Background: an optimization exercise with open tools, aiming at small area, a short achievable clock period and few clock cycles. Do not read the settings as production practice.
Function was checked by simulation only, so behaviour that the tests miss may differ from the original.
Power and IR drop assume default switching activity.

==> flow/design.v (outline; a module is shown in full before it is edited, if it fits) <==
// module bfsk_gstep: 906 lines
// module bfsk_power: 553 lines
// module bfsk_demod: 244 lines
module bfsk_demod (
    input  wire        clk,
    input  wire        rst,
    input  wire        in_valid,
    output wire        in_ready,
    input  wire [1:0]  in_op,
    input  wire [39:0] in_data,
    output reg         bit_valid,
    output reg         bit_val,
    output reg         bit_lock,
    output reg         byte_valid,
    output reg  [7:0]  byte_data
);
  // ...
==> flow/flow/run.sh <==
#!/bin/bash
set -euo pipefail
sed '1s/yosys synth -nofsm -noshare {/yosys synth -nofsm -noshare -noabc {/' synth_recipe.tcl \
    > synth_noabc.tcl
grep -q -- '-noshare -noabc {' synth_noabc.tcl
bash standard.sh SYNTH_SCRIPT="$PWD/synth_noabc.tcl" \
    BUFFER_PORTS_ARGS="-buffer_cell sky130_fd_sc_hd__buf_2" \
    SETUP_SLACK_MARGIN=16.5 CTS_CLUSTER_SIZE=24 CTS_CLUSTER_DIAMETER=120 finish \
    > flow_make.log 2>&1
==> flow/standard.sh <==
#!/bin/bash
# synth_recipe.tcl (not shown) runs the flow's synth.tcl, then flattens the netlist and writes it again
# the make line also repeats each setting of config.mk as NAME=value (left out here)
make -C /OpenROAD-flow-scripts/flow DESIGN_CONFIG=/design/flow/config.mk WORK_HOME=/design/flow/orfs CLKGATE_MAP_FILE= SYNTH_SCRIPT=/design/flow/synth_recipe.tcl "${@:-finish}"
==> flow/config.mk <==
export PLATFORM = sky130hd
export DESIGN_NAME = bfsk_demod
export DESIGN_NICKNAME = bfsk_demod
export VERILOG_FILES = /design/flow/design.v
export SDC_FILE = /design/flow/constraint.sdc
export NUM_CORES = 4
export LEC_CHECK = 0
export ABC_AREA = 1
export CAP_MARGIN = 20
export CORE_MARGIN = 2
export CORE_UTILIZATION = 60
export SLEW_MARGIN = 20
==> flow/constraint.sdc <==
create_clock -name core_clock -period 22.0 [get_ports {clk}]
set_input_delay 4.4000 -clock core_clock [delete_from_list [all_inputs] [get_ports {clk}]]
set_output_delay 4.4000 -clock core_clock [all_outputs]
set_load 0.01 [all_outputs]
==> summary.md, run 1 <==
| Metric | Value |
|---|---|
| Hpwl dp | 94880 um |
| H-tree levels | 1 |
| Reg2reg start | c1_one[7] |
| Post-Syn Area | 40250 sq um |
| Multi-input gate area | 27360 sq um |
| Initial Utilization | 60.90% |
| Diode count | 2 |
| Fill cell count | 5413 |
| Syn nets | 5128 |
| Hold Path Depth | 0 |
| Status | finished clean |
| Yosys warns | 1 |
| DP Area | 41090 sq um |
| Max-Slew Margin vs Limit | 34.19% |
| Yosys top cell by area | fa_1 |
| Drt drc | 0 |
| Buf+Inv Stages, Crit Path | 1 |
| Post-route cell area | 44740 sq um |
| Most common cell in the netlist | nand2_1 |
| Setup violators final | 0 |
| Via count | 33.52k |
| Vias per cell | 6.215 |
| Share of flip-flops with an asynchronous set or reset | 0% |
| Routing usage on met3 | 8.334% |
| Worst-path clk slew | 0.09 ns |
Testbench counts, summed over its fixed seeds: cycles 88,023.
==> module bfsk_demod, before the edit <==
module bfsk_demod (
    input  wire        clk,
    input  wire        rst,
    input  wire        in_valid,
    output wire        in_ready,
    input  wire [1:0]  in_op,
    input  wire [39:0] in_data,
    output reg         bit_valid,
    output reg         bit_val,
    output reg         bit_lock,
    output reg         byte_valid,
    output reg  [7:0]  byte_data
);
    localparam [1:0] OP_SAMPLE = 2'd0;
    localparam [1:0] OP_RESET  = 2'd1;
    localparam [1:0] OP_CFG    = 2'd2;
    reg         rdy;
    reg         v_r;
    reg  [1:0]  op_r;
    reg  [39:0] d_r;
    assign in_ready = rdy;
    wire accept = in_valid && rdy;
    always @(posedge clk) begin
        v_r  <= accept && !rst;
        op_r <= in_op;
        d_r  <= in_data;
    end
    reg        cfg_valid;
    reg  [7:0] sps_m1;                
    reg  [7:0] c0_neg, c0_one, c0_two;
    reg  [7:0] c1_neg, c1_one, c1_two;
    wire do_cfg   = v_r && op_r == OP_CFG && d_r[7:0] != 8'd0;
    wire do_clear = v_r && (op_r == OP_RESET || do_cfg);
    wire do_samp  = v_r && op_r == OP_SAMPLE && cfg_valid;
    function [23:0] booth16(input [15:0] c);
        integer j;
        reg b2, b1, b0;
        begin
            for (j = 0; j < 8; j = j + 1) begin
                b2 = c[2*j+1];
                b1 = c[2*j];
                b0 = (j == 0) ? 1'b0 : c[2*j-1];
                booth16[j]      = b2;                                   
                booth16[8 + j]  = b1 ^ b0;                              
                booth16[16 + j] = (b2 & ~b1 & ~b0) | (~b2 & b1 & b0);   
            end
        end
    endfunction
    wire [23:0] enc0 = booth16(d_r[23:8]);
    wire [23:0] enc1 = booth16(d_r[39:24]);
    always @(posedge clk) begin
        if (rst)
            cfg_valid <= 1'b0;
        else if (do_cfg)
            cfg_valid <= 1'b1;
        if (do_cfg) begin
            sps_m1 <= d_r[7:0] - 8'd1;
            {c0_two, c0_one, c0_neg} <= enc0;
            {c1_two, c1_one, c1_neg} <= enc1;
        end
    end
    reg  [7:0]  n;
    reg         fresh;                  
    reg  [23:0] q1_0, q2_0, q1_1, q2_1;
    reg         ld_pend;                
    wire [11:0] x     = d_r[11:0];
    wire [11:0] x_eff = fresh ? 12'd0 : x;    
    wire [25:0] t0, t1;
    bfsk_gstep g0 (.b_neg(c0_neg), .b_one(c0_one), .b_two(c0_two),
                   .q1(q1_0), .q2(q2_0), .x(x_eff), .t(t0));
    bfsk_gstep g1 (.b_neg(c1_neg), .b_one(c1_one), .b_two(c1_two),
                   .q1(q1_1), .q2(q2_1), .x(x_eff), .t(t1));
    wire [23:0] xs     = {{12{x[11]}}, x};
    wire [23:0] nq_0   = fresh ? xs : t0[23:0];
    wire [23:0] nq_1   = fresh ? xs : t1[23:0];
    wire        at_end = n == sps_m1;
    wire        close  = do_samp && at_end;
    always @(posedge clk) begin
        if (do_samp) begin
            q1_0 <= nq_0;
            q1_1 <= nq_1;
            q2_0 <= fresh ? 24'd0 : q1_0;
            q2_1 <= fresh ? 24'd0 : q1_1;
        end
    end
    wire fresh_nx = rst || do_clear || (do_samp ? at_end : fresh);
    always @(posedge clk) begin
        fresh <= fresh_nx;
        if (rst) begin
            n       <= 8'd0;
            ld_pend <= 1'b0;
        end else begin
            ld_pend <= close;
            if (do_clear)
                n <= 8'd0;
            else if (do_samp)
                n <= at_end ? 8'd0 : n + 8'd1;
        end
    end
    reg         busy;
    reg  [3:0]  k;
    reg  [23:0] s1, s3;                 
    reg  [1:0]  sp;                     
    reg  [23:0] a0, a2;                 
    reg  [25:0] a1, a3;                 
    reg  [2:0]  dg0, dg2;                 
    reg  [28:0] acc;
    reg         bit_r;                  
    reg         bit_pend;
    reg         u_tag, b_tag;           
    wire        last = k == 4'd11;
    wire [3:0]  sg = 4'b0110;           
    wire [3:0]  b2 = {s3[1], dg2[2], s1[1], dg0[2]};
    wire [3:0]  b1 = {s3[0], dg2[1], s1[0], dg0[1]};
    wire [3:0]  b0 = {sp[1], dg2[0], sp[0], dg0[0]};
    wire [3:0]  dn    = b2 ^ sg;
    wire [3:0]  done_ = b1 ^ b0;
    wire [3:0]  dtwo  = (b2 & ~b1 & ~b0) | (~b2 & b1 & b0);
    wire [3:0]  kn  = k + 4'd1;
    wire [24:0] a0x = {a0, 1'b0};
    wire [24:0] a2x = {a2, 1'b0};
    wire [2:0]  dg0n = a0x[{kn, 1'b0} +: 3];
    wire [2:0]  dg2n = a2x[{kn, 1'b0} +: 3];
    wire [28:0] acc_nx;
    wire        p_sgn;
    bfsk_power pw (.neg(dn), .one(done_), .two(dtwo),
                   .a0(a0), .a1(a1), .a2(a2), .a3(a3),
                   .acc(acc), .acc_next(acc_nx), .sgn(p_sgn));
    wire finish = busy && last;
    always @(posedge clk) begin
        if (ld_pend) begin
            a0 <= q1_0;
            s1 <= q2_0;  a1 <= t0;
            a2 <= q1_1;
            s3 <= q2_1;  a3 <= t1;
            dg0 <= {q1_0[1:0], 1'b0};
            dg2 <= {q1_1[1:0], 1'b0};
            sp <= 2'd0;
        end else begin
            s1 <= s1 >> 2;
            s3 <= s3 >> 2;
            sp <= {s3[1], s1[1]};
            dg0 <= dg0n;
            dg2 <= dg2n;
        end
        acc <= (busy && !last) ? acc_nx : 29'd0;
        if (finish)
            bit_r <= p_sgn;
    end
    always @(posedge clk) begin
        if (rst) begin
            busy     <= 1'b0;
            k        <= 4'd0;
            bit_pend <= 1'b0;
        end else begin
            bit_pend <= finish;
            if (ld_pend) begin
                busy <= 1'b1;
                k    <= 4'd0;
            end else if (busy) begin
                busy <= !last;
                k    <= k + 4'd1;
            end
        end
    end
    wire inflight   = ld_pend || busy;
    wire sync_clear = (do_clear && !inflight) || (bit_pend && b_tag);
    always @(posedge clk) begin
        if (rst) begin
            u_tag <= 1'b0;
            b_tag <= 1'b0;
        end else begin
            if (finish)
                b_tag <= u_tag || (do_clear && !ld_pend);
            else if (bit_pend)
                b_tag <= 1'b0;
            if (ld_pend)
                u_tag <= do_clear;
            else if (finish)
                u_tag <= 1'b0;
            else if (do_clear && busy)
                u_tag <= 1'b1;
        end
    end
    wire [7:0] n_nx    = do_clear ? 8'd0 : do_samp ? (at_end ? 8'd0 : n + 8'd1) : n;
    wire [7:0] spsm_nx = do_cfg ? d_r[7:0] - 8'd1 : sps_m1;
    wire       acc_smp = accept && in_op == OP_SAMPLE;
    wire       near    = (n_nx + 8'd1 == spsm_nx) || (spsm_nx == 8'd0) ||
                         (n_nx == spsm_nx && !acc_smp) || (accept && in_op == OP_CFG);
    wire       k_nx_lo = ld_pend || (busy && !last && k < 4'd8);
    wire       unit_bz = close || k_nx_lo ||
                         (acc_smp && n_nx == spsm_nx);
    always @(posedge clk) begin
        if (rst)
            rdy <= 1'b1;
        else
            rdy <= !(near && unit_bz);
    end
    reg        locked;
    reg        last_b;
    reg  [6:0] run;                     
    reg  [2:0] bp_cnt;
    reg  [6:0] sh;                      
    wire       alt      = bit_r != last_b;
    wire [6:0] run_nx   = !alt ? 7'd1 : (run[6] ? run : run + 7'd1);
    wire       lock_now = !locked && bit_r && run_nx[6];
    always @(posedge clk) begin
        bit_val   <= bit_r;
        bit_lock  <= locked || lock_now;
        byte_data <= {sh, bit_r};
    end
    always @(posedge clk) begin
        if (rst) begin
            locked     <= 1'b0;
            last_b     <= 1'b0;
            run        <= 7'd1;
            bp_cnt     <= 3'd0;
            bit_valid  <= 1'b0;
            byte_valid <= 1'b0;
        end else begin
            bit_valid  <= bit_pend;
            byte_valid <= bit_pend && locked && bp_cnt == 3'd7;
            if (bit_pend) begin
                if (!locked) begin
                    last_b <= bit_r;
                    run    <= run_nx;
                    if (lock_now) begin
                        locked <= 1'b1;
                        bp_cnt <= 3'd0;
                    end
                end else begin
                    sh     <= {sh[5:0], bit_r};
                    bp_cnt <= bp_cnt + 3'd1;
                end
            end
            if (sync_clear) begin
                locked <= 1'b0;
                last_b <= 1'b0;
                run    <= 7'd1;
                bp_cnt <= 3'd0;
            end
        end
    end
endmodule
==> inputs of run 2 (changes only) <==
--- a/flow/design.v
+++ b/flow/design.v
@@ -907,18 +907,18 @@
 module bfsk_power (
     input  wire [3:0]  neg,
     input  wire [3:0]  one,
     input  wire [3:0]  two,
     input  wire [23:0] a0,
     input  wire [25:0] a1,
     input  wire [23:0] a2,
     input  wire [25:0] a3,
-    input  wire [28:0] acc,
-    output wire [28:0] acc_next,
+    input  wire [26:0] acc,
+    output wire [26:0] acc_next,
     output wire sgn
 );
     wire p0 = acc[0] ^ neg[0] ^ neg[1];
     wire p1 = (acc[0] & neg[0]) | (acc[0] & neg[1]) | (neg[0] & neg[1]);
     wire p2 = neg[2] ^ neg[3];
     wire p3 = neg[2] & neg[3];
     wire p4 = acc[1] ^ (((one[0] & a0[1]) | (two[0] & a0[0])) ^ neg[0]);
     wire p5 = acc[1] & (((one[0] & a0[1]) | (two[0] & a0[0])) ^ neg[0]);
@@ -1017,133 +1017,129 @@
     wire p98 = (((one[2] & a2[23]) | (two[2] & a2[22])) ^ neg[2]) ^ (((one[3] & a3[23]) | (two[3] & a3[22])) ^ neg[3]);
     wire p99 = (((one[2] & a2[23]) | (two[2] & a2[22])) ^ neg[2]) & (((one[3] & a3[23]) | (two[3] & a3[22])) ^ neg[3]);
     wire p100 = acc[24] ^ ~((((one[0] & a0[23]) | (two[0] & a0[23])) ^ neg[0])) ^ (((one[1] & a1[24]) | (two[1] & a1[23])) ^ neg[1]);
     wire p101 = (acc[24] & ~((((one[0] & a0[23]) | (two[0] & a0[23])) ^ neg[0]))) | (acc[24] & (((one[1] & a1[24]) | (two[1] & a1[23])) ^ neg[1])) | (~((((one[0] & a0[23]) | (two[0] & a0[23])) ^ neg[0])) & (((one[1] & a1[24]) | (two[1] & a1[23])) ^ neg[1]));
     wire p102 = ~((((one[2] & a2[23]) | (two[2] & a2[23])) ^ neg[2])) ^ (((one[3] & a3[24]) | (two[3] & a3[23])) ^ neg[3]);
     wire p103 = ~((((one[2] & a2[23]) | (two[2] & a2[23])) ^ neg[2])) & (((one[3] & a3[24]) | (two[3] & a3[23])) ^ neg[3]);
     wire p104 = 1'b1 ^ acc[25] ^ (((one[1] & a1[25]) | (two[1] & a1[24])) ^ neg[1]);
     wire p105 = (1'b1 & acc[25]) | (1'b1 & (((one[1] & a1[25]) | (two[1] & a1[24])) ^ neg[1])) | (acc[25] & (((one[1] & a1[25]) | (two[1] & a1[24])) ^ neg[1]));
-    wire p106 = 1'b1 ^ acc[26];
-    wire p107 = 1'b1 & acc[26];
-    wire p108 = ((one[2] & a2[0]) ^ neg[2]) ^ ((one[3] & a3[0]) ^ neg[3]);
-    wire p109 = ((one[2] & a2[0]) ^ neg[2]) & ((one[3] & a3[0]) ^ neg[3]);
-    wire p110 = p4 ^ p10 ^ p7;
-    wire p111 = (p4 & p10) | (p4 & p7) | (p10 & p7);
-    wire p112 = p11 ^ p9 ^ p12;
-    wire p113 = (p11 & p9) | (p11 & p12) | (p9 & p12);
-    wire p114 = p18 ^ p13 ^ p16;
-    wire p115 = (p18 & p13) | (p18 & p16) | (p13 & p16);
-    wire p116 = p19 ^ p22 ^ p17;
-    wire p117 = (p19 & p22) | (p19 & p17) | (p22 & p17);
-    wire p118 = p23 ^ p26 ^ p21;
-    wire p119 = (p23 & p26) | (p23 & p21) | (p26 & p21);
-    wire p120 = p27 ^ p30 ^ p25;
-    wire p121 = (p27 & p30) | (p27 & p25) | (p30 & p25);
-    wire p122 = p31 ^ p34 ^ p29;
-    wire p123 = (p31 & p34) | (p31 & p29) | (p34 & p29);
-    wire p124 = p35 ^ p38 ^ p33;
-    wire p125 = (p35 & p38) | (p35 & p33) | (p38 & p33);
-    wire p126 = p39 ^ p42 ^ p37;
-    wire p127 = (p39 & p42) | (p39 & p37) | (p42 & p37);
-    wire p128 = p43 ^ p46 ^ p41;
-    wire p129 = (p43 & p46) | (p43 & p41) | (p46 & p41);
-    wire p130 = p47 ^ p50 ^ p45;
-    wire p131 = (p47 & p50) | (p47 & p45) | (p50 & p45);
-    wire p132 = p51 ^ p54 ^ p49;
-    wire p133 = (p51 & p54) | (p51 & p49) | (p54 & p49);
-    wire p134 = p55 ^ p58 ^ p53;
-    wire p135 = (p55 & p58) | (p55 & p53) | (p58 & p53);
-    wire p136 = p59 ^ p62 ^ p57;
-    wire p137 = (p59 & p62) | (p59 & p57) | (p62 & p57);
-    wire p138 = p63 ^ p66 ^ p61;
-    wire p139 = (p63 & p66) | (p63 & p61) | (p66 & p61);
-    wire p140 = p67 ^ p70 ^ p65;
-    wire p141 = (p67 & p70) | (p67 & p65) | (p70 & p65);
-    wire p142 = p71 ^ p74 ^ p69;
-    wire p143 = (p71 & p74) | (p71 & p69) | (p74 & p69);
-    wire p144 = p75 ^ p78 ^ p73;
-    wire p145 = (p75 & p78) | (p75 & p73) | (p78 & p73);
-    wire p146 = p79 ^ p82 ^ p77;
-    wire p147 = (p79 & p82) | (p79 & p77) | (p82 & p77);
-    wire p148 = p83 ^ p86 ^ p81;
-    wire p149 = (p83 & p86) | (p83 & p81) | (p86 & p81);
-    wire p150 = p87 ^ p90 ^ p85;
-    wire p151 = (p87 & p90) | (p87 & p85) | (p90 & p85);
-    wire p152 = p91 ^ p94 ^ p89;
-    wire p153 = (p91 & p94) | (p91 & p89) | (p94 & p89);
-    wire p154 = p95 ^ p98 ^ p93;
-    wire p155 = (p95 & p98) | (p95 & p93) | (p98 & p93);
-    wire p156 = p99 ^ p102 ^ p97;
-    wire p157 = (p99 & p102) | (p99 & p97) | (p102 & p97);
-    wire p158 = (((one[3] & a3[25]) | (two[3] & a3[24])) ^ neg[3]) ^ p103 ^ p101;
-    wire p159 = ((((one[3] & a3[25]) | (two[3] & a3[24])) ^ neg[3]) & p103) | ((((one[3] & a3[25]) | (two[3] & a3[24])) ^ neg[3]) & p101) | (p103 & p101);
-    wire p160 = p106 ^ ~((((one[1] & a1[25]) | (two[1] & a1[25])) ^ neg[1])) ^ ~((((one[3] & a3[25]) | (two[3] & a3[25])) ^ neg[3]));
-    wire p161 = (p106 & ~((((one[1] & a1[25]) | (two[1] & a1[25])) ^ neg[1]))) | (p106 & ~((((one[3] & a3[25]) | (two[3] & a3[25])) ^ neg[3]))) | (~((((one[1] & a1[25]) | (two[1] & a1[25])) ^ neg[1])) & ~((((one[3] & a3[25]) | (two[3] & a3[25])) ^ neg[3])));
-    wire p162 = p0 ^ p108;
-    wire p163 = p0 & p108;
-    wire p164 = p109 ^ p8 ^ p110;
-    wire p165 = (p109 & p8) | (p109 & p110) | (p8 & p110);
-    wire p166 = p14 ^ p111 ^ p112;
-    wire p167 = (p14 & p111) | (p14 & p112) | (p111 & p112);
-    wire p168 = p15 ^ p113 ^ p114;
-    wire p169 = (p15 & p113) | (p15 & p114) | (p113 & p114);
-    wire p170 = p20 ^ p115 ^ p116;
-    wire p171 = (p20 & p115) | (p20 & p116) | (p115 & p116);
-    wire p172 = p24 ^ p117 ^ p118;
-    wire p173 = (p24 & p117) | (p24 & p118) | (p117 & p118);
-    wire p174 = p28 ^ p119 ^ p120;
-    wire p175 = (p28 & p119) | (p28 & p120) | (p119 & p120);
-    wire p176 = p32 ^ p121 ^ p122;
-    wire p177 = (p32 & p121) | (p32 & p122) | (p121 & p122);
-    wire p178 = p36 ^ p123 ^ p124;
-    wire p179 = (p36 & p123) | (p36 & p124) | (p123 & p124);
-    wire p180 = p40 ^ p125 ^ p126;
-    wire p181 = (p40 & p125) | (p40 & p126) | (p125 & p126);
-    wire p182 = p44 ^ p127 ^ p128;
-    wire p183 = (p44 & p127) | (p44 & p128) | (p127 & p128);
-    wire p184 = p48 ^ p129 ^ p130;
-    wire p185 = (p48 & p129) | (p48 & p130) | (p129 & p130);
-    wire p186 = p52 ^ p131 ^ p132;
-    wire p187 = (p52 & p131) | (p52 & p132) | (p131 & p132);
-    wire p188 = p56 ^ p133 ^ p134;
-    wire p189 = (p56 & p133) | (p56 & p134) | (p133 & p134);
-    wire p190 = p60 ^ p135 ^ p136;
-    wire p191 = (p60 & p135) | (p60 & p136) | (p135 & p136);
-    wire p192 = p64 ^ p137 ^ p138;
-    wire p193 = (p64 & p137) | (p64 & p138) | (p137 & p138);
-    wire p194 = p68 ^ p139 ^ p140;
-    wire p195 = (p68 & p139) | (p68 & p140) | (p139 & p140);
-    wire p196 = p72 ^ p141 ^ p142;
-    wire p197 = (p72 & p141) | (p72 & p142) | (p141 & p142);
-    wire p198 = p76 ^ p143 ^ p144;
-    wire p199 = (p76 & p143) | (p76 & p144) | (p143 & p144);
-    wire p200 = p80 ^ p145 ^ p146;
-    wire p201 = (p80 & p145) | (p80 & p146) | (p145 & p146);
-    wire p202 = p84 ^ p147 ^ p148;
-    wire p203 = (p84 & p147) | (p84 & p148) | (p147 & p148);
-    wire p204 = p88 ^ p149 ^ p150;
-    wire p205 = (p88 & p149) | (p88 & p150) | (p149 & p150);
-    wire p206 = p92 ^ p151 ^ p152;
-    wire p207 = (p92 & p151) | (p92 & p152) | (p151 & p152);
-    wire p208 = p96 ^ p153 ^ p154;
-    wire p209 = (p96 & p153) | (p96 & p154) | (p153 & p154);
-    wire p210 = p100 ^ p155 ^ p156;
-    wire p211 = (p100 & p155) | (p100 & p156) | (p155 & p156);
-    wire p212 = p104 ^ p157 ^ p158;
-    wire p213 = (p104 & p157) | (p104 & p158) | (p157 & p158);
-    wire p214 = p105 ^ p160 ^ p159;
-    wire p215 = (p105 & p160) | (p105 & p159) | (p160 & p159);
-    wire p216 = acc[27] ^ p107 ^ p161;
-    wire p217 = (acc[27] & p107) | (acc[27] & p161) | (p107 & p161);
-    wire [30:0] s_v = {1'b1, 1'b1, p217, p215, p213, p211, p209, p207, p205, p203, p201, p199, p197, p195, p193, p191, p189, p187, p185, p183, p181, p179, p177, p175, p173, p171, p169, p167, p165, p163, p162};
-    wire [30:0] c_v = {1'b0, 1'b0, ~(acc[28]), p216, p214, p212, p210, p208, p206, p204, p202, p200, p198, p196, p194, p192, p190, p188, p186, p184, p182, p180, p178, p176, p174, p172, p170, p168, p166, p164, p6};
-    wire [30:0] kp0 = s_v ^ c_v;
-    wire [30:0] kg0 = s_v & c_v;
-    wire [30:0] kg1, kp1;
+    wire p106 = ((one[2] & a2[0]) ^ neg[2]) ^ ((one[3] & a3[0]) ^ neg[3]);
+    wire p107 = ((one[2] & a2[0]) ^ neg[2]) & ((one[3] & a3[0]) ^ neg[3]);
+    wire p108 = p4 ^ p10 ^ p7;
+    wire p109 = (p4 & p10) | (p4 & p7) | (p10 & p7);
+    wire p110 = p11 ^ p9 ^ p12;
+    wire p111 = (p11 & p9) | (p11 & p12) | (p9 & p12);
+    wire p112 = p18 ^ p13 ^ p16;
+    wire p113 = (p18 & p13) | (p18 & p16) | (p13 & p16);
+    wire p114 = p19 ^ p22 ^ p17;
+    wire p115 = (p19 & p22) | (p19 & p17) | (p22 & p17);
+    wire p116 = p23 ^ p26 ^ p21;
+    wire p117 = (p23 & p26) | (p23 & p21) | (p26 & p21);
+    wire p118 = p27 ^ p30 ^ p25;
+    wire p119 = (p27 & p30) | (p27 & p25) | (p30 & p25);
+    wire p120 = p31 ^ p34 ^ p29;
+    wire p121 = (p31 & p34) | (p31 & p29) | (p34 & p29);
+    wire p122 = p35 ^ p38 ^ p33;
+    wire p123 = (p35 & p38) | (p35 & p33) | (p38 & p33);
+    wire p124 = p39 ^ p42 ^ p37;
+    wire p125 = (p39 & p42) | (p39 & p37) | (p42 & p37);
+    wire p126 = p43 ^ p46 ^ p41;
+    wire p127 = (p43 & p46) | (p43 & p41) | (p46 & p41);
+    wire p128 = p47 ^ p50 ^ p45;
+    wire p129 = (p47 & p50) | (p47 & p45) | (p50 & p45);
+    wire p130 = p51 ^ p54 ^ p49;
+    wire p131 = (p51 & p54) | (p51 & p49) | (p54 & p49);
+    wire p132 = p55 ^ p58 ^ p53;
+    wire p133 = (p55 & p58) | (p55 & p53) | (p58 & p53);
+    wire p134 = p59 ^ p62 ^ p57;
+    wire p135 = (p59 & p62) | (p59 & p57) | (p62 & p57);
+    wire p136 = p63 ^ p66 ^ p61;
+    wire p137 = (p63 & p66) | (p63 & p61) | (p66 & p61);
+    wire p138 = p67 ^ p70 ^ p65;
+    wire p139 = (p67 & p70) | (p67 & p65) | (p70 & p65);
+    wire p140 = p71 ^ p74 ^ p69;
+    wire p141 = (p71 & p74) | (p71 & p69) | (p74 & p69);
+    wire p142 = p75 ^ p78 ^ p73;
+    wire p143 = (p75 & p78) | (p75 & p73) | (p78 & p73);
+    wire p144 = p79 ^ p82 ^ p77;
+    wire p145 = (p79 & p82) | (p79 & p77) | (p82 & p77);
+    wire p146 = p83 ^ p86 ^ p81;
+    wire p147 = (p83 & p86) | (p83 & p81) | (p86 & p81);
+    wire p148 = p87 ^ p90 ^ p85;
+    wire p149 = (p87 & p90) | (p87 & p85) | (p90 & p85);
+    wire p150 = p91 ^ p94 ^ p89;
+    wire p151 = (p91 & p94) | (p91 & p89) | (p94 & p89);
+    wire p152 = p95 ^ p98 ^ p93;
+    wire p153 = (p95 & p98) | (p95 & p93) | (p98 & p93);
+    wire p154 = p99 ^ p102 ^ p97;
+    wire p155 = (p99 & p102) | (p99 & p97) | (p102 & p97);
+    wire p156 = (((one[3] & a3[25]) | (two[3] & a3[24])) ^ neg[3]) ^ p103 ^ p101;
+    wire p157 = ((((one[3] & a3[25]) | (two[3] & a3[24])) ^ neg[3]) & p103) | ((((one[3] & a3[25]) | (two[3] & a3[24])) ^ neg[3]) & p101) | (p103 & p101);
+    wire p158 = ~(acc[26]) ^ ~((((one[1] & a1[25]) | (two[1] & a1[25])) ^ neg[1])) ^ ~((((one[3] & a3[25]) | (two[3] & a3[25])) ^ neg[3]));
+    wire p159 = (~(acc[26]) & ~((((one[1] & a1[25]) | (two[1] & a1[25])) ^ neg[1]))) | (~(acc[26]) & ~((((one[3] & a3[25]) | (two[3] & a3[25])) ^ neg[3]))) | (~((((one[1] & a1[25]) | (two[1] & a1[25])) ^ neg[1])) & ~((((one[3] & a3[25]) | (two[3] & a3[25])) ^ neg[3])));
+    wire p160 = p0 ^ p106;
+    wire p161 = p0 & p106;
+    wire p162 = p107 ^ p8 ^ p108;
+    wire p163 = (p107 & p8) | (p107 & p108) | (p8 & p108);
+    wire p164 = p14 ^ p109 ^ p110;
+    wire p165 = (p14 & p109) | (p14 & p110) | (p109 & p110);
+    wire p166 = p15 ^ p111 ^ p112;
+    wire p167 = (p15 & p111) | (p15 & p112) | (p111 & p112);
+    wire p168 = p20 ^ p113 ^ p114;
+    wire p169 = (p20 & p113) | (p20 & p114) | (p113 & p114);
+    wire p170 = p24 ^ p115 ^ p116;
+    wire p171 = (p24 & p115) | (p24 & p116) | (p115 & p116);
+    wire p172 = p28 ^ p117 ^ p118;
+    wire p173 = (p28 & p117) | (p28 & p118) | (p117 & p118);
+    wire p174 = p32 ^ p119 ^ p120;
+    wire p175 = (p32 & p119) | (p32 & p120) | (p119 & p120);
+    wire p176 = p36 ^ p121 ^ p122;
+    wire p177 = (p36 & p121) | (p36 & p122) | (p121 & p122);
+    wire p178 = p40 ^ p123 ^ p124;
+    wire p179 = (p40 & p123) | (p40 & p124) | (p123 & p124);
+    wire p180 = p44 ^ p125 ^ p126;
+    wire p181 = (p44 & p125) | (p44 & p126) | (p125 & p126);
+    wire p182 = p48 ^ p127 ^ p128;
+    wire p183 = (p48 & p127) | (p48 & p128) | (p127 & p128);
+    wire p184 = p52 ^ p129 ^ p130;
+    wire p185 = (p52 & p129) | (p52 & p130) | (p129 & p130);
+    wire p186 = p56 ^ p131 ^ p132;
+    wire p187 = (p56 & p131) | (p56 & p132) | (p131 & p132);
+    wire p188 = p60 ^ p133 ^ p134;
+    wire p189 = (p60 & p133) | (p60 & p134) | (p133 & p134);
+    wire p190 = p64 ^ p135 ^ p136;
+    wire p191 = (p64 & p135) | (p64 & p136) | (p135 & p136);
+    wire p192 = p68 ^ p137 ^ p138;
+    wire p193 = (p68 & p137) | (p68 & p138) | (p137 & p138);
+    wire p194 = p72 ^ p139 ^ p140;
+    wire p195 = (p72 & p139) | (p72 & p140) | (p139 & p140);
+    wire p196 = p76 ^ p141 ^ p142;
+    wire p197 = (p76 & p141) | (p76 & p142) | (p141 & p142);
+    wire p198 = p80 ^ p143 ^ p144;
+    wire p199 = (p80 & p143) | (p80 & p144) | (p143 & p144);
+    wire p200 = p84 ^ p145 ^ p146;
+    wire p201 = (p84 & p145) | (p84 & p146) | (p145 & p146);
+    wire p202 = p88 ^ p147 ^ p148;
+    wire p203 = (p88 & p147) | (p88 & p148) | (p147 & p148);
+    wire p204 = p92 ^ p149 ^ p150;
+    wire p205 = (p92 & p149) | (p92 & p150) | (p149 & p150);
+    wire p206 = p96 ^ p151 ^ p152;
+    wire p207 = (p96 & p151) | (p96 & p152) | (p151 & p152);
+    wire p208 = p100 ^ p153 ^ p154;
+    wire p209 = (p100 & p153) | (p100 & p154) | (p153 & p154);
+    wire p210 = p104 ^ p155 ^ p156;
+    wire p211 = (p104 & p155) | (p104 & p156) | (p155 & p156);
+    wire p212 = p105 ^ p158 ^ p157;
+    wire p213 = (p105 & p158) | (p105 & p157) | (p158 & p157);
+    wire [28:0] s_v = {1'b1, p213, p211, p209, p207, p205, p203, p201, p199, p197, p195, p193, p191, p189, p187, p185, p183, p181, p179, p177, p175, p173, p171, p169, p167, p165, p163, p161, p160};
+    wire [28:0] c_v = {1'b0, p159, p212, p210, p208, p206, p204, p202, p200, p198, p196, p194, p192, p190, p188, p186, p184, p182, p180, p178, p176, p174, p172, p170, p168, p166, p164, p162, p6};
+    wire [28:0] kp0 = s_v ^ c_v;
+    wire [28:0] kg0 = s_v & c_v;
+    wire [28:0] kg1, kp1;
     assign kg1[0] = kg0[0];
     assign kp1[0] = kp0[0];
     assign kg1[1] = kg0[1] | (kp0[1] & kg0[0]);
     assign kp1[1] = kp0[1] & kp0[0];
     assign kg1[2] = kg0[2] | (kp0[2] & kg0[1]);
     assign kp1[2] = kp0[2] & kp0[1];
     assign kg1[3] = kg0[3] | (kp0[3] & kg0[2]);
     assign kp1[3] = kp0[3] & kp0[2];
@@ -1192,21 +1188,17 @@
     assign kg1[25] = kg0[25] | (kp0[25] & kg0[24]);
     assign kp1[25] = kp0[25] & kp0[24];
     assign kg1[26] = kg0[26] | (kp0[26] & kg0[25]);
     assign kp1[26] = kp0[26] & kp0[25];
     assign kg1[27] = kg0[27] | (kp0[27] & kg0[26]);
     assign kp1[27] = kp0[27] & kp0[26];
     assign kg1[28] = kg0[28] | (kp0[28] & kg0[27]);
     assign kp1[28] = kp0[28] & kp0[27];
-    assign kg1[29] = kg0[29] | (kp0[29] & kg0[28]);
-    assign kp1[29] = kp0[29] & kp0[28];
-    assign kg1[30] = kg0[30] | (kp0[30] & kg0[29]);
-    assign kp1[30] = kp0[30] & kp0[29];
-    wire [30:0] kg2, kp2;
+    wire [28:0] kg2, kp2;
     assign kg2[0] = kg1[0];
     assign kp2[0] = kp1[0];
     assign kg2[1] = kg1[1];
     assign kp2[1] = kp1[1];
     assign kg2[2] = kg1[2] | (kp1[2] & kg1[0]);
     assign kp2[2] = kp1[2] & kp1[0];
     assign kg2[3] = kg1[3] | (kp1[3] & kg1[1]);
     assign kp2[3] = kp1[3] & kp1[1];
@@ -1255,21 +1247,17 @@
     assign kg2[25] = kg1[25] | (kp1[25] & kg1[23]);
     assign kp2[25] = kp1[25] & kp1[23];
     assign kg2[26] = kg1[26] | (kp1[26] & kg1[24]);
     assign kp2[26] = kp1[26] & kp1[24];
     assign kg2[27] = kg1[27] | (kp1[27] & kg1[25]);
     assign kp2[27] = kp1[27] & kp1[25];
     assign kg2[28] = kg1[28] | (kp1[28] & kg1[26]);
     assign kp2[28] = kp1[28] & kp1[26];
-    assign kg2[29] = kg1[29] | (kp1[29] & kg1[27]);
-    assign kp2[29] = kp1[29] & kp1[27];
-    assign kg2[30] = kg1[30] | (kp1[30] & kg1[28]);
-    assign kp2[30] = kp1[30] & kp1[28];
-    wire [30:0] kg3, kp3;
+    wire [28:0] kg3, kp3;
     assign kg3[0] = kg2[0];
     assign kp3[0] = kp2[0];
     assign kg3[1] = kg2[1];
     assign kp3[1] = kp2[1];
     assign kg3[2] = kg2[2];
     assign kp3[2] = kp2[2];
     assign kg3[3] = kg2[3];
     assign kp3[3] = kp2[3];
@@ -1318,21 +1306,17 @@
     assign kg3[25] = kg2[25] | (kp2[25] & kg2[21]);
     assign kp3[25] = kp2[25] & kp2[21];
     assign kg3[26] = kg2[26] | (kp2[26] & kg2[22]);
     assign kp3[26] = kp2[26] & kp2[22];
     assign kg3[27] = kg2[27] | (kp2[27] & kg2[23]);
     assign kp3[27] = kp2[27] & kp2[23];
     assign kg3[28] = kg2[28] | (kp2[28] & kg2[24]);
     assign kp3[28] = kp2[28] & kp2[24];
-    assign kg3[29] = kg2[29] | (kp2[29] & kg2[25]);
-    assign kp3[29] = kp2[29] & kp2[25];
-    assign kg3[30] = kg2[30] | (kp2[30] & kg2[26]);
-    assign kp3[30] = kp2[30] & kp2[26];
-    wire [30:0] kg4, kp4;
+    wire [28:0] kg4, kp4;
     assign kg4[0] = kg3[0];
     assign kp4[0] = kp3[0];
     assign kg4[1] = kg3[1];
     assign kp4[1] = kp3[1];
     assign kg4[2] = kg3[2];
     assign kp4[2] = kp3[2];
     assign kg4[3] = kg3[3];
     assign kp4[3] = kp3[3];
@@ -1381,21 +1365,17 @@
     assign kg4[25] = kg3[25] | (kp3[25] & kg3[17]);
     assign kp4[25] = kp3[25] & kp3[17];
     assign kg4[26] = kg3[26] | (kp3[26] & kg3[18]);
     assign kp4[26] = kp3[26] & kp3[18];
     assign kg4[27] = kg3[27] | (kp3[27] & kg3[19]);
     assign kp4[27] = kp3[27] & kp3[19];
     assign kg4[28] = kg3[28] | (kp3[28] & kg3[20]);
     assign kp4[28] = kp3[28] & kp3[20];
-    assign kg4[29] = kg3[29] | (kp3[29] & kg3[21]);
-    assign kp4[29] = kp3[29] & kp3[21];
-    assign kg4[30] = kg3[30] | (kp3[30] & kg3[22]);
-    assign kp4[30] = kp3[30] & kp3[22];
-    wire [30:0] kg5, kp5;
+    wire [28:0] kg5, kp5;
     assign kg5[0] = kg4[0];
     assign kp5[0] = kp4[0];
     assign kg5[1] = kg4[1];
     assign kp5[1] = kp4[1];
     assign kg5[2] = kg4[2];
     assign kp5[2] = kp4[2];
     assign kg5[3] = kg4[3];
     assign kp5[3] = kp4[3];
@@ -1444,23 +1424,19 @@
     assign kg5[25] = kg4[25] | (kp4[25] & kg4[9]);
     assign kp5[25] = kp4[25] & kp4[9];
     assign kg5[26] = kg4[26] | (kp4[26] & kg4[10]);
     assign kp5[26] = kp4[26] & kp4[10];
     assign kg5[27] = kg4[27] | (kp4[27] & kg4[11]);
     assign kp5[27] = kp4[27] & kp4[11];
     assign kg5[28] = kg4[28] | (kp4[28] & kg4[12]);
     assign kp5[28] = kp4[28] & kp4[12];
-    assign kg5[29] = kg4[29] | (kp4[29] & kg4[13]);
-    assign kp5[29] = kp4[29] & kp4[13];
-    assign kg5[30] = kg4[30] | (kp4[30] & kg4[14]);
-    assign kp5[30] = kp4[30] & kp4[14];
-    wire [30:0] sum = kp0 ^ {kg5[29:0], 1'b0};
-    assign acc_next = sum[30:2];
-    assign sgn = sum[30];
+    wire [28:0] sum = kp0 ^ {kg5[27:0], 1'b0};
+    assign acc_next = sum[28:2];
+    assign sgn = sum[28];
 endmodule
 module bfsk_demod (
     input  wire        clk,
     input  wire        rst,
     input  wire        in_valid,
     output wire        in_ready,
     input  wire [1:0]  in_op,
     input  wire [39:0] in_data,
@@ -1558,34 +1534,34 @@
     end
     reg         busy;
     reg  [3:0]  k;
     reg  [23:0] s1, s3;                 
     reg  [1:0]  sp;                     
     reg  [23:0] a0, a2;                 
     reg  [25:0] a1, a3;                 
     reg  [2:0]  dg0, dg2;                 
-    reg  [28:0] acc;
+    reg  [26:0] acc;
     reg         bit_r;                  
     reg         bit_pend;
     reg         u_tag, b_tag;           
     wire        last = k == 4'd11;
     wire [3:0]  sg = 4'b0110;           
     wire [3:0]  b2 = {s3[1], dg2[2], s1[1], dg0[2]};
     wire [3:0]  b1 = {s3[0], dg2[1], s1[0], dg0[1]};
     wire [3:0]  b0 = {sp[1], dg2[0], sp[0], dg0[0]};
     wire [3:0]  dn    = b2 ^ sg;
     wire [3:0]  done_ = b1 ^ b0;
     wire [3:0]  dtwo  = (b2 & ~b1 & ~b0) | (~b2 & b1 & b0);
     wire [3:0]  kn  = k + 4'd1;
     wire [24:0] a0x = {a0, 1'b0};
     wire [24:0] a2x = {a2, 1'b0};
     wire [2:0]  dg0n = a0x[{kn, 1'b0} +: 3];
     wire [2:0]  dg2n = a2x[{kn, 1'b0} +: 3];
-    wire [28:0] acc_nx;
+    wire [26:0] acc_nx;
     wire        p_sgn;
     bfsk_power pw (.neg(dn), .one(done_), .two(dtwo),
                    .a0(a0), .a1(a1), .a2(a2), .a3(a3),
                    .acc(acc), .acc_next(acc_nx), .sgn(p_sgn));
     wire finish = busy && last;
     always @(posedge clk) begin
         if (ld_pend) begin
             a0 <= q1_0;
@@ -1597,17 +1573,17 @@
             sp <= 2'd0;
         end else begin
             s1 <= s1 >> 2;
             s3 <= s3 >> 2;
             sp <= {s3[1], s1[1]};
             dg0 <= dg0n;
             dg2 <= dg2n;
         end
-        acc <= (busy && !last) ? acc_nx : 29'd0;
+        acc <= (busy && !last) ? acc_nx : 27'd0;
         if (finish)
             bit_r <= p_sgn;
     end
     always @(posedge clk) begin
         if (rst) begin
             busy     <= 1'b0;
             k        <= 4'd0;
             bit_pend <= 1'b0;
==> run 2 against run 1 <==
Net effect: sequential power barely moved; still clean; critical path type is now register to register; largest power group unchanged; critical path depth rose by 21; non-clock buffer count rose by 22; worst setup slack got worse by 0.013 ns; final cell count rose by 0.69%; design area rose by 0.88%; core utilization fell by 0.24 points; die area rose by 0.36%.
==> summary.md, run 2 <==
| Metric | Value |
|---|---|
| Synth cell count leaders | nand2_1 (652), xor2_1 (537), inv_1 (483) (was nand2_1 (643), xor2_1 (537), inv_1 (473)) |
| Synth top area share | 20.66% (was 20.79%) |
| Number of global-route vias before repair | 32.36k (was 32.05k) |
| Most common cell after layout, fill and taps aside | nand2_1 (unchanged) |
| Post-synth EDFFs | 252 (unchanged) |
| Sink Count | 429 (was 431) |
| Ys flop type | edfxtp_1 (unchanged) |
| FMAX | 182.5 MHz (was 182.9 MHz) |
| Final Slew Violations | 0 (unchanged) |
| Wire length on met1 | 54590 um (was 53660 um) |
| Worst Clk Skew | 0.03345 ns (was 0.03400 ns) |
| Most common cell in the netlist | nand2_1 (unchanged) |
| Minimum clock period | 5.480 ns (was 5.467 ns) |
| WP data arrival | 5.83 ns (was 1.07 ns) |
| Crit-path max FO | 4 (was 2) |
| Slew @ Worst Pin | 0.9357 ns (was 0.9768 ns) |
| GRT overflow | 0 (unchanged) |
| Nets | 5203 (was 5174) |
| Metal3 WL | 15190 um (was 15660 um) |
| Wire length on met2 | 57990 um (was 57390 um) |
| Pin count of the biggest net entering global routing | 59 (was 135) |
| Hpwl dp | 95960 um (was 94880 um) |
| Max-Cap Viols | 0 (unchanged) |
| Drt total wl | 133200 um (was 132200 um) |
| RSZ-0062 raised after global routing | true (unchanged) |
| Status | finished clean (unchanged) |
| Fin util | 67.44% (was 67.68%) |
| Drt drc | 0 (unchanged) |
| Critical Path RT | 22.35 ns (was 17.60 ns) |
| Clk latency of the worst-skew pair | 0.63 ns (about the same) |
| CTS hold repair buffers | 0 (unchanged) |
| Initial antenna violation count | 0 (was 2) |
| Pleak | 0.01895 uW (was 0.01872 uW) |
| Max-Slew Margin vs Limit | 37.62% (was 34.19%) |
| PD cells | 79.58 nW/um^2 (was 76.84 nW/um^2) |
| Die width | 263.5 um (was 263.0 um) |
| Min-Delay Path Class | register to register (unchanged) |
| Top cells by area, synth | fa_1 (21%), edfxtp_1 (19%), xor2_1 (12%) (unchanged) |
| H-tree levels | 1 (unchanged) |
| Endpoints failing hold | 0 (unchanged) |
| Biggest register | d_r (unchanged) |
| Number of port buffers | 57 (unchanged) |
| FF+latch count, synth | 429 (was 431) |
| Diode count | 0 (was 2) |
| Number of library cell types mapped by synthesis | 62 (was 54) |
| Initial Utilization | 60.37% (was 60.90%) |
| CTS tree | done (unchanged) |
| Ports | 58 (unchanged) |
| Pre-Repair DR Iteration Count | 6 (unchanged) |
| Setup violators final | 0 (unchanged) |
| CP startpoint kind | register (unchanged) |
| CP Class | register to register (was register to primary output) |
| Gpl congestion | 1.006 (was 1.012) |
| TNS Setup | 0 ns (unchanged) |
| Via count | 33.82k (was 33.52k) |
| Peak supply drop | 0.00008281 V (was 0.00007131 V) |
| First-pass GRT wire length | 196100 um (was 194600 um) |
| Syn nets | 5139 (was 5128) |
| Antenna Violating Nets Remaining | 0 (unchanged) |
| Clk root buf | clkbuf_16 (unchanged) |
| Maximum clock insertion buffer count | 3 (unchanged) |
| Mean Syn Cell Area | 9.028 sq um (was 9.021 sq um) |
| Yosys warns | 1 (unchanged) |
| Post-Syn Area | 40400 sq um (was 40250 sq um) |
| Gr usage total | 37.06% (was 36.83%) |
| Tcrit/Tclk final | 24.91% (was 24.85%) |
| Worst-path clk slew | 0.10 ns (was 0.09 ns) |
| Yosys top cell by area | fa_1 (unchanged) |
| Critical path capture point type | register (was primary output) |
| Sequential fraction of the synthesis area | 27.50% (was 27.70%) |
| Num CTS Buffers | 24 (was 25) |
| Top Layer Used | met4 (unchanged) |
| Area Growth Syn to Fin | 11.72% (was 11.14%) |
| Max FFs per register | 40 (unchanged) |
| Most frequent cells in the layout | nand2_1 (628), xor2_1 (516), o22ai_1 (452), inv_1 (451), fa_1 (383) (was nand2_1 (622), xor2_1 (524), o22ai_1 (446), inv_1 (440), fa_1 (390)) |
| Initial DRC count | 3630 (was 3851) |
| Routed length per instance | 24.54 um (was 24.50 um) |
| Share of flip-flops with an asynchronous set or reset | 0% (unchanged) |
| Final hold slack | 0.3562 ns (was 0.3476 ns) |
| Fraction of layout cells with a size suffix above 1 | 14.61% (was 13.10%) |
| Vias per cell | 6.227 (was 6.215) |
| Core Region | 66920 sq um (was 66100 sq um) |
| Largest regs | d_r (40), acc (27) (was d_r (40), acc (29)) |
| Row cnt | 95 (was 94) |
| Die Area | 69420 sq um (was 69170 sq um) |
| Syn Inst Count | 4475 (was 4462) |
| Die Y | 263.5 um (was 263.0 um) |
## run 2: cell types whose count changed after synthesis, sizes merged, moves of 7 or more
cell,delta
nand3,-8
nand2,+24
o21bai,+8
and2,-7
inv,+15
o21ai,-10
## run 2: worst max-delay path, stage by stage, from the launching register on
cell and delay [ns]:
edfxtp_1 0.44, buf_6 0.13, clkinvlp_4 0.11, buf_12 0.16, o22ai_4 0.15, xor2_2 0.10, fa_1 0.55, inv_1 0.05
fa_1 0.46, fa_2 0.37, fa_1 0.49, fa_1 0.59, ha_4 0.25, a21oi_1 0.27, o21a_1 0.21, o21ai_0 0.10
a21oi_1 0.22, nand2_4 0.13, nand2_2 0.09, nand2_2 0.06, xor2_2 0.16, nand2_1 0.08, nand2_1 0.05
## run 2: final cells by class
| type | instances | area, sq um |
|---|---|---|
| sequential | 429 | 11120 |
| multi-input combinational | 3280 | 27700 |
| fill | 5597 | 21790 |
| inverter | 543 | 2238 |
| timing repair buffer | 245 | 2115 |
| timing repair inverter | 16 | 112.6 |
| clock inverter | 7 | 83.83 |
| clock buffer | 37 | 670.6 |
| tap | 873 | 1092 |
## run 2: worst paths after layout
path	from	to	slack (ns)	cells past startpoint
worst max register to register	c0_one[0]	q1_0[14]	16.52	22
worst min register to register	sh[6]	byte_data[7]	0.36	0
worst max-delay path	c0_one[0]	q1_0[14]	16.52	22
worst min-delay path	sh[6]	byte_data[7]	0.36	0
## run 2: layer usage
layer | track usage (%) | vias up
met5 | 0 | -
met4 | 11.95 | 0
met3 | 8.587 | 369
met2 | 56.44 | 2001
met1 | 52.53 | 16380
li1 | - | 15070
## run 2: stage by stage
step	cell area (sq um)	worst slack, ns	instances	total power [uW]
4_1_cts	43290	16.38	5348	3142
3_5_place_dp	41400	15.59	5243	2509
2_1_floorplan	40400	16.62	4475	1986
5_1_grt	45130	16.31	5430	3754
6_report	45130	16.52	5430	3592
3_3_place_gp	41400	15.59	5243	2521
## run 2: where the power goes
group / internal (uW) / total (uW) / switching [uW]
combinational: 848 / 2150 / 1300
clock: 220 / 514 / 294
sequential: 913 / 925 / 12.2
total: 1980 / 3590 / 1610
## run 2: kinds of logic after synthesis
group | count (synthesis) | share of synthesized area (%)
multiplexers | 13 | 0.3624
AO/OA/AOI/OAI | 947 | 14.07
adder cells (fa/ha/maj) | 619 | 26.92
AND/OR/NAND/NOR | 1144 | 11.79
XOR/XNOR | 556 | 12.13
flip-flops | 429 | 27.50
buffers and inverters | 767 | 7.226
## run 2: what timing repair did
item,4_1_cts,5_1_grt
buffers inserted,47,74
resized for setup,172,270
gates cloned,14,8
setup endpoints to repair,106,104
pin swaps,16,121
Testbench counts of run 2, summed over its fixed seeds: cycles 88,023.

==> static timing again, ports no longer ideal <==
No port has a modelled driver above. Below, the same layouts with a new extraction and two added sets of constraints. Step 1: set_driving_cell puts a clkbuf_16 on clk and a buf_2 on each other input, an assumption about the parent block. Step 2 moves the port delays by t, midway between the first and last clock arrival at a register: inputs arrive t later, outputs are due t later. That takes back most of the time a late clock gives input paths. a / b / c = ideal ports / drivers / drivers and shift; a / b = the first two.
run	t (ns)	slack for setup (ns)	latest minus earliest clock arrival (ns)	worst register clock-pin slew, ns	worst data-port slew with drivers (ns)
run 1	0.685	16.534 / 16.464 / 16.379	0.035 / 0.035	0.11 / 0.11	0.06
run 2	0.679	16.520 / 16.452 / 16.191	0.034 / 0.034	0.10 / 0.10	0.04
After both steps every run listed still meets setup and hold. The setup slack of run 2, which loses most, moves by -0.068 ns with the drivers and by -0.329 ns with both steps.
